From an optimization exercise on the open Yosys and OpenROAD flow, aimed at small area and a short achievable clock period; shortcuts taken in it are not production practice.
In this exercise RTL edits were held to simulation tests only and were not proved equivalent to the original.
Power and IR drop assume default switching activity.

==> flow/design.v <==
module hpcalc_au (
    input  wire [55:0] x,
    input  wire [55:0] y,
    input  wire        sub,
    input  wire        cin,        
    input  wire [13:0] mask,
    output wire [55:0] d,
    output wire        cout        
);
    wire [14:0] g0, p0;
    assign g0[0] = sub ^ cin;    
    assign p0[0] = 1'b0;
    wire [55:0] u;
    genvar i;
    generate
        for (i = 0; i < 14; i = i + 1) begin : dg
            wire [3:0] xi = x[4*i +: 4];
            wire [3:0] yr = y[4*i +: 4];
            wire [3:0] yi = sub ? {~(yr[3] | yr[2] | yr[1]), yr[2] ^ yr[1], yr[1], ~yr[0]} : yr;
            wire [4:0] s;
            wire [4:1] cy;
            assign s[0]  = xi[0] ^ yi[0];
            assign cy[1] = xi[0] & yi[0];
            assign s[1]  = xi[1] ^ yi[1] ^ cy[1];
            assign cy[2] = (xi[1] & yi[1]) | (cy[1] & (xi[1] ^ yi[1]));
            assign s[2]  = xi[2] ^ yi[2] ^ cy[2];
            assign cy[3] = (xi[2] & yi[2]) | (cy[2] & (xi[2] ^ yi[2]));
            assign s[3]  = xi[3] ^ yi[3] ^ cy[3];
            assign cy[4] = (xi[3] & yi[3]) | (cy[3] & (xi[3] ^ yi[3]));
            assign s[4]  = cy[4];
            wire       g  = s[4] | (s[3] & (s[2] | s[1]));
            wire [3:0] ui = {s[3] ^ (g & (s[2] | s[1])), s[2] ^ (g & ~s[1]), s[1] ^ g, s[0]};
            wire       p  = g | (ui == 4'd9);
            assign u[4*i +: 4] = ui;
            assign g0[i+1] = mask[i] & g;
            assign p0[i+1] = ~mask[i] | p;
        end
    endgenerate
    wire pg1 = g0[1] | (p0[1] & g0[0]);
    wire pg2 = g0[3] | (p0[3] & g0[2]);
    wire pp2 = p0[3] & p0[2];
    wire pg3 = g0[5] | (p0[5] & g0[4]);
    wire pp3 = p0[5] & p0[4];
    wire pg4 = g0[7] | (p0[7] & g0[6]);
    wire pp4 = p0[7] & p0[6];
    wire pg5 = g0[9] | (p0[9] & g0[8]);
    wire pp5 = p0[9] & p0[8];
    wire pg6 = g0[11] | (p0[11] & g0[10]);
    wire pp6 = p0[11] & p0[10];
    wire pg7 = g0[13] | (p0[13] & g0[12]);
    wire pp7 = p0[13] & p0[12];
    wire pg8 = g0[2] | (p0[2] & pg1);
    wire pg9 = pg2 | (pp2 & pg1);
    wire pg10 = g0[6] | (p0[6] & pg3);
    wire pp10 = p0[6] & pp3;
    wire pg11 = pg4 | (pp4 & pg3);
    wire pp11 = pp4 & pp3;
    wire pg12 = g0[10] | (p0[10] & pg5);
    wire pp12 = p0[10] & pp5;
    wire pg13 = pg6 | (pp6 & pg5);
    wire pp13 = pp6 & pp5;
    wire pg14 = g0[14] | (p0[14] & pg7);
    wire pp14 = p0[14] & pp7;
    wire pg15 = g0[4] | (p0[4] & pg9);
    wire pg16 = pg3 | (pp3 & pg9);
    wire pg17 = pg10 | (pp10 & pg9);
    wire pg18 = pg11 | (pp11 & pg9);
    wire pg19 = g0[12] | (p0[12] & pg13);
    wire pp19 = p0[12] & pp13;
    wire pg20 = pg7 | (pp7 & pg13);
    wire pp20 = pp7 & pp13;
    wire pg21 = pg14 | (pp14 & pg13);
    wire pp21 = pp14 & pp13;
    wire pg22 = g0[8] | (p0[8] & pg18);
    wire pg23 = pg5 | (pp5 & pg18);
    wire pg24 = pg12 | (pp12 & pg18);
    wire pg25 = pg13 | (pp13 & pg18);
    wire pg26 = pg19 | (pp19 & pg18);
    wire pg27 = pg20 | (pp20 & pg18);
    wire pg28 = pg21 | (pp21 & pg18);
    wire [14:0] cc;
    assign cc[0] = g0[0];
    assign cc[1] = pg1;
    assign cc[2] = pg8;
    assign cc[3] = pg9;
    assign cc[4] = pg15;
    assign cc[5] = pg16;
    assign cc[6] = pg17;
    assign cc[7] = pg18;
    assign cc[8] = pg22;
    assign cc[9] = pg23;
    assign cc[10] = pg24;
    assign cc[11] = pg25;
    assign cc[12] = pg26;
    assign cc[13] = pg27;
    assign cc[14] = pg28;
    generate
        for (i = 0; i < 14; i = i + 1) begin : ds
            wire [3:0] ui = u[4*i +: 4];
            wire       k  = cc[i];
            wire [3:0] u1 = {(ui[2] & ui[1] & ui[0]) | (ui[3] & ~ui[0]),
                             ui[2] ^ (ui[1] & ui[0]),
                             ui[1] ^ (ui[0] & ~ui[3]),
                             ~ui[0]};
            assign d[4*i +: 4] = (k ? u1 : ui);
        end
    endgenerate
    assign cout = sub ^ cc[14];
endmodule
module hpcalc_core (
    input  wire        clk,
    input  wire        rst,        
    input  wire [9:0]  word,       
    input  wire [5:0]  kin,        
    output reg  [2:0]  rom,        
    output reg  [7:0]  off,        
    output reg         latch,      
    output reg  [11:0] s,          
    output reg  [3:0]  p,          
    output reg         fault,      
    output reg  [55:0] a,
    output reg  [55:0] b,
    output reg  [55:0] c
);
    wire [1:0] cls = word[1:0];
    wire [1:0] grp = word[3:2];
    wire [3:0] n4  = word[9:6];
    wire [1:0] sop = word[5:4];
    wire [5:0] m6  = word[9:4];
    wire is_jnc  = (cls == 2'b11);
    wire is_jc   = (cls == 2'b01);
    wire is_reg  = (cls == 2'b10);
    wire is_ctrl = (cls == 2'b00);
    wire is_stat = is_ctrl && (grp == 2'b01);
    wire is_ptr  = is_ctrl && (grp == 2'b11);
    wire is_wait = is_ctrl && (grp == 2'b10);
    wire is_misc = is_ctrl && (grp == 2'b00);
    wire misc_nop    = is_misc && (m6 == 6'b000000);
    wire misc_selrom = is_misc && (m6[2:0] == 3'b001);
    wire misc_ret    = is_misc && (m6 == 6'b000010);
    wire misc_keys   = is_misc && (m6 == 6'b000011);
    wire misc_waitnk = is_misc && (m6 == 6'b000100);
    wire illegal =
        (is_stat && sop == 2'b11 && n4 != 4'd0) ||
        (is_ptr  && sop[1]       && n4 != 4'd0) ||
        (is_misc && !(misc_nop || misc_selrom || misc_ret || misc_keys || misc_waitnk));
    wire [2:0] fld = word[4:2];
    reg  [13:0] mask;
    integer j;
    always @(*) begin
        for (j = 0; j < 14; j = j + 1) begin
            case (fld)
                3'd0: mask[j] = (p == j);
                3'd1: mask[j] = (j >= 3) && (j <= 12);
                3'd2: mask[j] = (j <= 2);
                3'd3: mask[j] = 1'b1;
                3'd4: mask[j] = (j <= p);
                3'd5: mask[j] = (j >= 3);
                3'd6: mask[j] = (j == 2);
                default: mask[j] = (j == 13);
            endcase
        end
    end
    wire any_active = !((fld == 3'd0) && (p >= 4'd14));
    wire [4:0] op = word[9:5];
    wire o4 = op[4], o3 = op[3], o2 = op[2], o1 = op[1], o0 = op[0];
    wire xa   = (o1 & ~o0) | (o3 & ~o2 & ~o1) | (o4 & o3) | (o4 & ~o0) | (o4 & o1);
    wire xc   = (~o4 & ~o2 & o1 & o0) | (o4 & ~o3 & o2);
    wire yb   = (~o3 & ~o1 & ~o0) | (o4 & ~o1 & ~o0);
    wire yc   = (~o3 & ~o1 & o0) | (~o4 & o3 & o2) | (~o3 & o2 & o1) | (o1 & ~o0);
    wire sub  = (~o2 & ~o0) | (~o2 & o1) | (~o4 & o2 & ~o1 & o0) | (~o3 & o1);
    wire cin1 = o1 & o0;
    reg arith;                 
    reg da, db, dc;            
    reg ca, cb, cc;            
    reg shla, shra, shrb, shrc;
    reg a_from_b, a_from_c, c_from_b;
    always @(*) begin
        arith = 1'b0;
        {da, db, dc, ca, cb, cc} = 6'd0;
        {shla, shra, shrb, shrc} = 4'd0;
        {a_from_b, a_from_c, c_from_b} = 3'd0;
        case (op)
            5'h00: arith = 1;                         
            5'h01: cb = 1;                            
            5'h02: arith = 1;                         
            5'h03: arith = 1;                         
            5'h04: begin dc = 1; arith = 1; end       
            5'h05: begin dc = 1; arith = 1; end       
            5'h06: cc = 1;                            
            5'h07: begin dc = 1; arith = 1; end       
            5'h08: shla = 1;                          
            5'h09: begin db = 1; arith = 1; end       
            5'h0A: begin dc = 1; arith = 1; end       
            5'h0B: begin dc = 1; arith = 1; end       
            5'h0C: begin da = 1; arith = 1; end       
            5'h0D: arith = 1;                         
            5'h0E: begin dc = 1; arith = 1; end       
            5'h0F: begin dc = 1; arith = 1; end       
            5'h10: arith = 1;                         
            5'h11: begin db = 1; c_from_b = 1; end    
            5'h12: shrc = 1;                          
            5'h13: arith = 1;                         
            5'h14: shrb = 1;                          
            5'h15: begin dc = 1; arith = 1; end       
            5'h16: shra = 1;                          
            5'h17: ca = 1;                            
            5'h18: begin da = 1; arith = 1; end       
            5'h19: begin db = 1; a_from_b = 1; end    
            5'h1A: begin da = 1; arith = 1; end       
            5'h1B: begin da = 1; arith = 1; end       
            5'h1C: begin da = 1; arith = 1; end       
            5'h1D: begin dc = 1; a_from_c = 1; end    
            5'h1E: begin da = 1; arith = 1; end       
            5'h1F: begin da = 1; arith = 1; end       
        endcase
    end
    wire [55:0] xop = ({56{xa}} & a) | ({56{xc}} & c);
    wire [55:0] yop = ({56{yb}} & b) | ({56{yc}} & c);
    wire [55:0] dsum;
    wire        acarry;
    hpcalc_au u_au (
        .x    (xop),
        .y    (yop),
        .sub  (sub),
        .cin  (cin1),
        .mask (mask),
        .d    (dsum),
        .cout (acarry)
    );
    wire au_carry  = any_active & arith & acarry;
    wire au_clears = ca | cb | cc;
    wire run = !rst && !fault;
    wire wr  = run && is_reg;
    wire [15:0] mk = {1'b0, mask, 1'b0};    
    wire [55:0] a_nx, b_nx, c_nx;
    genvar i;
    generate
        for (i = 0; i < 14; i = i + 1) begin : rg
            wire w   = wr & mask[i];
            wire sad = w & da;
            wire sal = w & shla & mk[i];
            wire sar = w & shra & mk[i+2];
            wire sab = w & a_from_b;
            wire sac = w & a_from_c;
            wire ha  = !rst & !(w & (da | ca | shla | shra | a_from_b | a_from_c));
            wire sbd = w & db;
            wire sbr = w & shrb & mk[i+2];
            wire hb  = !rst & !(w & (db | cb | shrb));
            wire scd = w & dc;
            wire scr = w & shrc & mk[i+2];
            wire scb = w & c_from_b;
            wire hc  = !rst & !(w & (dc | cc | shrc | c_from_b));
            wire [3:0] al = (i > 0)  ? a[4*i-4 +: 4] : 4'd0;
            wire [3:0] ar = (i < 13) ? a[4*i+4 +: 4] : 4'd0;
            wire [3:0] br = (i < 13) ? b[4*i+4 +: 4] : 4'd0;
            wire [3:0] cr = (i < 13) ? c[4*i+4 +: 4] : 4'd0;
            wire [3:0] dd = dsum[4*i +: 4];
            assign a_nx[4*i +: 4] = ({4{ha}} & a[4*i +: 4]) | ({4{sad}} & dd) |
                                    ({4{sal}} & al) | ({4{sar}} & ar) |
                                    ({4{sab}} & b[4*i +: 4]) | ({4{sac}} & c[4*i +: 4]);
            assign b_nx[4*i +: 4] = ({4{hb}} & b[4*i +: 4]) | ({4{sbd}} & dd) |
                                    ({4{sbr}} & br);
            assign c_nx[4*i +: 4] = ({4{hc}} & c[4*i +: 4]) | ({4{scd}} & dd) |
                                    ({4{scr}} & cr) | ({4{scb}} & b[4*i +: 4]);
        end
    endgenerate
    always @(posedge clk) begin
        a <= a_nx;
        b <= b_nx;
        c <= c_nx;
    end
    wire s_bit = (n4 <= 4'd11) ? s[n4] : 1'b0;
    wire [7:0] off_inc = off + 8'd1;
    always @(posedge clk) begin
        if (rst) begin
            rom   <= 3'd0;
            off   <= 8'd0;
            latch <= 1'b0;
            s     <= 12'd0;
            p     <= 4'd0;
            fault <= 1'b0;
        end else if (!fault) begin
            if (illegal) begin
                fault <= 1'b1;
            end else begin
                off <= off_inc;
                if (is_jnc) begin
                    if (!latch) off <= word[9:2];
                    latch <= 1'b0;
                end
                if (is_jc) begin
                    if (latch) off <= word[9:2];
                    latch <= 1'b0;
                end
                if (is_reg) begin
                    if (au_clears)
                        latch <= 1'b0;
                    else
                        latch <= latch | au_carry;
                end
                if (is_stat) begin
                    case (sop)
                        2'b00: if (n4 <= 4'd11) s[n4] <= 1'b1;    
                        2'b01: latch <= latch | s_bit;           
                        2'b10: if (n4 <= 4'd11) s[n4] <= 1'b0;    
                        2'b11: s <= 12'd0;                       
                    endcase
                end
                if (is_ptr) begin
                    case (sop)
                        2'b00: p <= n4;                          
                        2'b01: latch <= latch | (p == n4);       
                        2'b10: p <= p + 4'd1;                    
                        2'b11: p <= p - 4'd1;                    
                    endcase
                end
                if (is_wait) begin                               
                    if (kin != m6) off <= off;
                end
                if (misc_selrom) rom <= word[9:7];
                if (misc_ret)    off <= 8'd0;                    
                if (misc_keys)   off <= {2'b00, kin};
                if (misc_waitnk && kin != 6'd0) off <= off;
            end
        end
    end
endmodule
==> flow/flow/run.sh <==
#!/bin/bash
set -uo pipefail
W=$(pwd)
export BUFFER_PORTS_ARGS="-buffer_cell sky130_fd_sc_hd__buf_1"
export SETUP_SLACK_MARGIN=26.5
export SETUP_MOVE_SEQUENCE="unbuffer,sizeup,swap"
export TNS_END_PERCENT=0
export CTS_ARGS="-sink_clustering_enable -repair_clock_nets -dont_use_dummy_load"

sed 's#  log_cmd abc {\*}$abc_args#  log_cmd abc {*}[lreplace $abc_args 1 1 '"$W"'/flow/abc_map.script]#' \
    "$FLOW_HOME/scripts/synth.tcl" > "$W/synth_abc.tcl"
grep -q 'flow/abc_map.script' "$W/synth_abc.tcl" || { echo "synth.tcl: abc call not found"; exit 1; }
sed "s#source \$::env(SCRIPTS_DIR)/synth.tcl#source $W/synth_abc.tcl#" "$W/synth_recipe.tcl" > "$W/synth_wrap.tcl"
grep -q 'synth_abc.tcl' "$W/synth_wrap.tcl" || { echo "synth_recipe.tcl: source line not found"; exit 1; }
sed "s#SYNTH_SCRIPT=[^ ]*#SYNTH_SCRIPT=$W/synth_wrap.tcl#" "$W/standard.sh" > "$W/synth_step.sh"
grep -q 'synth_wrap.tcl' "$W/synth_step.sh" || { echo "standard.sh: SYNTH_SCRIPT not found"; exit 1; }

bash "$W/synth_step.sh" synth > "$W/synth_flow.log" 2>&1 || { echo "synthesis failed"; exit 1; }
bash "$W/standard.sh" > "$W/standard_flow.log" 2>&1
==> flow/flow/abc_map.script <==
&get -n
&st
&dch
&nf -R 1000
&put
topo
stime -c
upsize -c
dnsize -c
==> flow/standard.sh <==
#!/bin/bash
# synth_recipe.tcl (not shown) runs the flow's synth.tcl, then flattens the netlist and writes it again
# the make line also repeats each setting of config.mk as NAME=value (left out here)
make -C /OpenROAD-flow-scripts/flow DESIGN_CONFIG=/design/flow/config.mk WORK_HOME=/design/flow/orfs CLKGATE_MAP_FILE= SYNTH_SCRIPT=/design/flow/synth_recipe.tcl "${@:-finish}"
==> flow/config.mk <==
export PLATFORM = sky130hd
export DESIGN_NAME = hpcalc_core
export DESIGN_NICKNAME = hpcalc_core
export VERILOG_FILES = /design/flow/design.v
export SDC_FILE = /design/flow/constraint.sdc
export NUM_CORES = 4
export LEC_CHECK = 0
export CAP_MARGIN = 20
export CORE_MARGIN = 2
export CORE_UTILIZATION = 40
export SLEW_MARGIN = 20
==> flow/constraint.sdc <==
create_clock -name core_clock -period 40.0 [get_ports {clk}]
set_input_delay 8.0000 -clock core_clock [delete_from_list [all_inputs] [get_ports {clk}]]
set_output_delay 8.0000 -clock core_clock [all_outputs]
set_load 0.01 [all_outputs]
==> results of run 1 <==
## layer usage
metal / global-route usage (%) / wire length (um) / up-vias
met3: 8.89 / 8070 / 262
met4: 17.0 / 3490 / 0
li1: - / - / 7729
met2: 51.0 / 27900 / 1296
met1: 42.1 / 25200 / 8154
met5: 0 / 0 / -
## cells by family (layout without fill, tap and decap cells)
family | Yosys count | after routing
AOI/OAI and AO/OA | 679 | 679
xor gates and xnor gates | 98 | 98
adders and majority gates | 85 | 85
buffers and inverters | 71 | 340
DFF | 197 | 197
muxes | 5 | 5
and+or+nand+nor | 721 | 721
## per-stage QoR
| step | total power [W] | hold slack [ns] | util [%] | setup slack (ns) |
|---|---|---|---|---|
| 2_1_floorplan | 0.000266 | 0.498 | - | 25.95 |
| 3_3_place_gp | 0.000301 | 0.473 | 45.8 | 25.31 |
| 3_5_place_dp | 0.000303 | 0.500 | 45.8 | 25.16 |
| 4_1_cts | 0.000451 | 0.518 | 47.8 | 26.41 |
| 5_1_grt | 0.000470 | 0.547 | 48.2 | 26.06 |
| 6_report | 0.000455 | 0.517 | 48.2 | 26.30 |
## worst max-delay path by stage
stage                        to  slack [ns]  cells past startpoint
after floorplan           a[42]       25.95                     28
after global placement    latch       25.31                     33
after detailed placement  b[50]       25.16                     32
after CTS                 b[50]       26.41                     33
after global routing      c[33]       26.06                     32
final                     a[42]       26.30                     33
## synthesized netlist by cell type (11+ instances only)
cell      number
a221o_1       15
dfxtp_1      197
a21oi_1      137
and3_1        13
o21a_1        13
nor3_1        98
nand4_1       15
nand3_1       72
ha_1          43
a221oi_1      11
nor2_1       194
xor2_1        44
a31oi_1       18
a32o_1        20
nand2_1      267
nor2b_1       14
fa_1          42
clkinv_1      68
a222oi_1      84
and2_0        11
a22o_1        59
xnor2_1       54
a22oi_1      133
o21ai_0      117
## power breakdown
| part | switching [W] | internal (W) |
|---|---|---|
| sequential | 0.00000553 | 0.000199 |
| combinational | 0.0000717 | 0.0000318 |
| clock | 0.0000734 | 0.0000740 |
| total | 0.000151 | 0.000304 |
## worst max-delay path: cells and delay by family
| kind | cells | cell delay [ns] |
|---|---|---|
| AO/OA/AOI/OAI | 11 | 2.37 |
| XOR/XNOR | 3 | 0.45 |
| adder cells (fa/ha/maj) | 5 | 1.37 |
| buffers and inverters | 7 | 0.78 |
| AND/OR/NAND/NOR | 7 | 1.05 |
## cell type report
type / instances / area, um^2 / share of cell area [%]
well taps: 461 / 577 / 3.35
multi-input cells: 1588 / 10800 / 62.5
inverters: 71 / 308 / 1.79
flip-flops and latches: 197 / 3940 / 22.9
repair buffers: 252 / 1200 / 6.96
clock buffers: 17 / 425 / 2.47
## registers in the layout, summed over array words and instances, names as in the netlist
name,flops
a,56
off,8
b,56
c,56
latch,1
fault,1
p,4
s,12
rom,3
## timing repair
item,in CTS,in global routing
gates cloned,0,0
endpoints found under the setup margin,120,112
gates resized for setup,57,36
hold endpoints to repair,0,0
setup buffers,0,0
pin swaps,21,25
==> results.cfg, run 1 <==
[cts]
clock-sinks = 197
cts_buffers = 17
ctsLongestPathBuffers = 2
htree_levels = 4
clkTransAtPathRegs_ns = 0.07
clock_latency_ns = 0.47
cts_tree = yes
cts_hold_buf = 0
clockRootBuffer = clkbuf_16

[logic_synthesis]
ys_seq_area_share_pct = 27.0
ys_top_cells_by_area = dfxtp_1 27%, nand2_1 6.9%, a22oi_1 6.8%
synth_edf_count = 0
synth_fp_nets = 1959
synth_top_family_by_area = compound AO/OA/AOI/OAI gates
yosysUniqueCellTypes = 64
ys_ff_latch = 197
yosysTopAreaCell = dfxtp_1
synthXorXnorAreaFrac_pct = 5.87
syn_avg_cell_area_um2 = 7.87
synth_compound_area_share_pct = 33.4
synthArstFlopShare_pct = 0
synthSimpleGateAreaFrac_pct = 21.8
synthFlopType = dfxtp_1
muxShareOfSynthArea_pct = 0.599
synth_warnings = 1
synth_top_cell_area_share_pct = 27.0
synth_fa_ha_area_share_pct = 9.44
syn_area_um2 = 14600
syn_inst = 1856

[route]
wl_per_cell_um = 25.0
vias = 17400
antenna_left = 0
drt-total-wl_mm = 64.7
dr.pass1.iters = 11
routed_via_density = 6.74
detail_route.iter0.violations = 2803
route.detailed.drc = 0

[cells_and_area]
num_antenna_cells = 0
final_cell_area_um2 = 17200
drive_above_1_share_pct = 6.45
areaGrowthSynthToFinish_pct = 17.9
fin_cells = 2586
fillCellCount = 3576
nets = 2230
layout_common_cells = 263 x nand2_1, 211 x buf_1, 197 x dfxtp_1
final_common_cell = nand2_1

[critical_path]
cp_slowest_cell = fa_1
worstSetupEndpointType = register
r2r_slack_ns = 34.63
r2r_cells = 26
required_ns = 40.41
cp-startpoint = word[7]
cp_common_cell = a21o_1
startpoint_type = input port
worstPathMaxFanout = 31
r2r-start = c[0]
critPathKind = in2reg
worst_ep_arrival_time_ns = 14.11
rr_endpoint = a[42]
cpPeakStageDelay_ns = 0.44

[grt]
grt_pass1_wl_mm = 97.8
grt_max_degree = 45
overflow = 0
grt_use_total_pct = 33.0
grt_pass1_vias = 16500
antenna_found_initial = 1

[floorplanning]
start_util_pct = 40.9
core-area_um2 = 35700
row_count = 69
io_pins = 215
die-width_um = 195
die_y_um = 195
dieArea_um2 = 38100

[hold_path]
holdPathEnd = rom[1]
hold_class = reg2reg
worstHoldStart = rom[1]
min_path_cells = 2

[sta]
skew_ns = 0.0285
min_period_over_period_pct = 34.3
fmax_ghz = 0.0730
rsz0062_at_grt = true
fin_crit_ns = 13.70
hold_viol = 0
tns_ns = 0
slew_headroom_pct = 16.5
setup_viol = 0
finalMaxSlewViolations = 0
worst_pin_slew_ns = 1.25

[placement]
portBuffers = 214
hpwl_mm = 45.1
gp_congestion = 0.959
dp_cells = 2568
placed_cell_area_um2 = 16400

[run]
maxCapViolCount = 0

[status]
status = no timing/DRC/antenna violations

[power]
p_leak_nw = 5.90
vdd_drop_max_mv = 0.0332
cellPowerDensity_nw_per_um2 = 26.4
==> inputs of run 2 (changes only) <==
--- a/flow/flow/run.sh
+++ b/flow/flow/run.sh
@@ -1,3 +1,12 @@
 #!/bin/bash
+# Layout flow: the standard ORFS flow (standard.sh), with these changes:
+#  - synthesis is the standard flow's own synthesis script (synth_recipe.tcl and ORFS's
+#    synth.tcl, so the same registers and names), except that ABC maps the
+#    logic with flow/abc_map.script (delay mapping with area recovery, no
+#    buffering: placement removes ABC's buffers and buffers the nets itself),
+#    and that no full or half adder cells are extracted (ADDER_MAP_FILE
+#    empty), so ABC maps the adders' logic together with the rest;
+#  - the port buffers are the smallest buffer (buf_1) instead of the delay
+#    buffer that buffer_ports picks by itself;
 set -uo pipefail
 W=$(pwd)
@@ -6,4 +15,5 @@
 export SETUP_MOVE_SEQUENCE="unbuffer,sizeup,swap"
 export TNS_END_PERCENT=0
+export ADDER_MAP_FILE=
 export CTS_ARGS="-sink_clustering_enable -repair_clock_nets -dont_use_dummy_load"
 
==> results.cfg, run 2 <==
[status]
status = no timing/DRC/antenna violations

[route]
dr.pass1.iters = 26
wl_per_cell_um = 25.1
routed_via_density = 6.86
routed.top_layer = met4
antenna_left = 0
drt-total-wl_mm = 65.7
detail_route.iter0.violations = 2909
wl_met2_mm = 29.0
vias = 18000
wl_met3_mm = 7.79
wl_met1_mm = 25.3
route.detailed.drc = 0

[critical_path]
cp_cell_sequence = clkbuf_4 > clkinvlp_4 > nor2_4 > o311ai_4 > buf_12 > a22oi_1 > xor2_1 > a31oi_1 > maj3_1 > xnor2_1 > nor2_1 > nor2_2 > xnor2_1 > or4b_1 > a31oi_1 > and3_1 > a21boi_2 > a21boi_2 > nand2b_1 > nand2b_1 > xor2_1 > a222oi_1 > nand2_1
r2r_slack_ns = 35.10
startpoint_type = input port
worstPathMaxFanout = 56
cpPeakStageDelay_ns = 0.50
worstSetupEndpointType = register
required_ns = 40.34
critPathKind = in2reg
cp.buffers_inverters = 3
worst_ep_arrival_time_ns = 13.54
cp_top_family = simple AND/OR/NAND/NOR gates
cp_slowest_cell = or4b_1

[run]
maxCapViolCount = 0

[logic_synthesis]
synth_fp_nets = 1907
syn_avg_cell_area_um2 = 7.67
synth_warnings = 1
yosysUniqueCellTypes = 70
synthMostInstantiatedCell = nand2_1
ys_top_cells_by_area = dfxtp_1 27%, xnor2_1 8.6%, a22oi_1 6.3%
yosys-top-cells-count = 242 x nand2_1, 224 x nor2_1, 197 x dfxtp_1, 142 x xnor2_1, 131 x a21oi_1
synth_edf_count = 0
synth_top_cell_area_share_pct = 27.2
synthFlopType = dfxtp_1
ys_seq_area_share_pct = 27.2
ys_ff_latch = 197
syn_inst = 1889
synthArstFlopShare_pct = 0
yosysTopAreaCell = dfxtp_1
syn_area_um2 = 14500

[floorplanning]
io_pins = 215
die-width_um = 194
row_count = 69
die_y_um = 194
start_util_pct = 40.6
core-area_um2 = 35700
dieArea_um2 = 37800

[sta]
skew_ns = 0.0340
setup_viol = 0
finalMaxSlewViolations = 0
worst_pin_slew_ns = 1.27
min_period_over_period_pct = 33.0
rsz0062_at_grt = false
tns_ns = 0
fin_crit_ns = 13.21
hold_viol = 0
fmax_ghz = 0.0757
slew_headroom_pct = 15.4
whs_ns = 0.510
setup_ws_ns = 26.79

[cells_and_area]
drive_above_1_share_pct = 5.14
layout_common_cells = 241 x nand2_1, 218 x nor2_1, 212 x buf_1
top_regs = a (56), b (56), c (56)
nets = 2178
final_common_cell = nand2_1
areaGrowthSynthToFinish_pct = 16.1
fillCellCount = 3690

[power]
cellPowerDensity_nw_per_um2 = 26.5
power.switching_w = 0.000146
clkPwrFrac_pct = 32.9
internal-power_w = 0.000301
seq_power_share_pct = 45.6
power_frac_comb_pct = 21.5
p_leak_nw = 5.27
p_sw_share_pct = 32.7
vdd_drop_max_mv = 0.0310

[cts]
clockRootBuffer = clkbuf_16
cts_buffers = 17
cts_hold_buf = 0
clkTransAtPathRegs_ns = 0.07
htree_levels = 4
clock-sinks = 197
ctsLongestPathBuffers = 2
cts_tree = yes
clock_latency_ns = 0.47
post_cts_buffers = 0

[placement]
portBuffers = 214
gp_congestion = 0.964
hpwl_mm = 46.2
dp_slack_ns = 25.47

[hold_path]
hold_class = reg2reg

[grt]
antenna_found_initial = 0
grt_pass1_wl_mm = 98.5
overflow = 0
grt_use_total_pct = 33.3
grt_pass1_vias = 16500
grt_max_degree = 57
## run 2: power by group through the flow
stage | clock network [W] | logic, W | registers, W
finish | 0.000147 | 0.0000960 | 0.000204
global route | 0.000156 | 0.000102 | 0.000204
CTS | 0.000148 | 0.0000898 | 0.000204
detailed placement | 0 | 0.0000891 | 0.000208
global placement | 0 | 0.0000884 | 0.000208
floorplan | 0 | 0.0000555 | 0.000207
## run 2: final timing paths
path | cells past startpoint | endpoint | startpoint
worst min-delay path | 2 | off[5] | off[5]
worst min register to register | 2 | off[5] | off[5]
worst max-delay path | 23 | c[50] | word[6]
worst max register to register | 18 | c[50] | c[33]
## run 2: metal layers
metal | global-route usage [%] | up-vias
li1 | - | 7929
met1 | 42.2 | 8464
met2 | 52.5 | 1305
met3 | 7.01 | 264
met4 | 19.1 | 0
met5 | 0 | -
## run 2: layout make-up
type	instances	area (um^2)	share of cell area (%)
antenna	1	2.50	0.0149
clock buffer	17	425	2.53
tap	461	577	3.43
inverter	33	133	0.788
timing repair buffer	252	1180	7.04
sequential	197	3940	23.4
multi-input combinational	1659	10600	62.8
## run 2: timing repair
item | in CTS | in global routing
gates resized for setup | 6 | 44
setup endpoints to repair | 97 | 101
pin swaps | 0 | 5
## run 2: cells by family after synthesis
kind of cell / Yosys count / synth area share, %
compound gates: 696 / 35.2
xor+xnor: 208 / 12.6
fa+ha+maj: 16 / 1.12
buf+inv: 33 / 0.872
flops: 197 / 27.2
mux: 4 / 0.276
simple gates: 735 / 22.7
## run 2: per-stage QoR
step / power (W) / std cells / cell area, um^2 / utilization (%)
floorplan: 0.000263 / 1889 / 14500 / -
global placement: 0.000296 / 2599 / 16200 / 45.3
detailed placement: 0.000297 / 2600 / 16200 / 45.4
CTS: 0.000442 / 2617 / 16600 / 46.6
global route: 0.000461 / 2619 / 16800 / 47.2
finish: 0.000447 / 2620 / 16800 / 47.2
## run 2: worst min-delay path, delay by kind of cell (launching register included)
kind | cells | cell delay [ns]
AOI/OAI and AO/OA | 1 | 0.07
buffers and inverters | 1 | 0.08
DFF | 1 | 0.32

[separate check: timing with driven ports]
How much do the figures lean on ideal ports? The routed layouts below were timed once more, with nothing changed but the port constraints. Step 1 assumes that a clkbuf_16 drives the clock port and a buf_2 every other input. Step 2 adds t to the input delays and takes it off the output delays; t is the mean of the earliest and latest rising clock arrival at the registers after step 1. Input paths then give back, and output paths get back, about the clock's delay inside the block. Slacks: no drivers / after step 1 / after step 2; pairs: no drivers / after step 1.
| run | t, ns | setup WS [ns] | worst setup path after step 2 | worst data-port slew with drivers (ns) |
|---|---|---|---|---|
| run 1 | 0.510 | 26.299 / 26.333 / 25.823 | input to register | 0.03 |
| run 2 | 0.505 | 26.794 / 26.813 / 26.308 | input to register | 0.08 |
After both steps setup and hold are still met in every run listed. For run 2, which loses most, drivers alone change the setup slack by +0.019 ns; drivers and shift together by -0.486 ns.
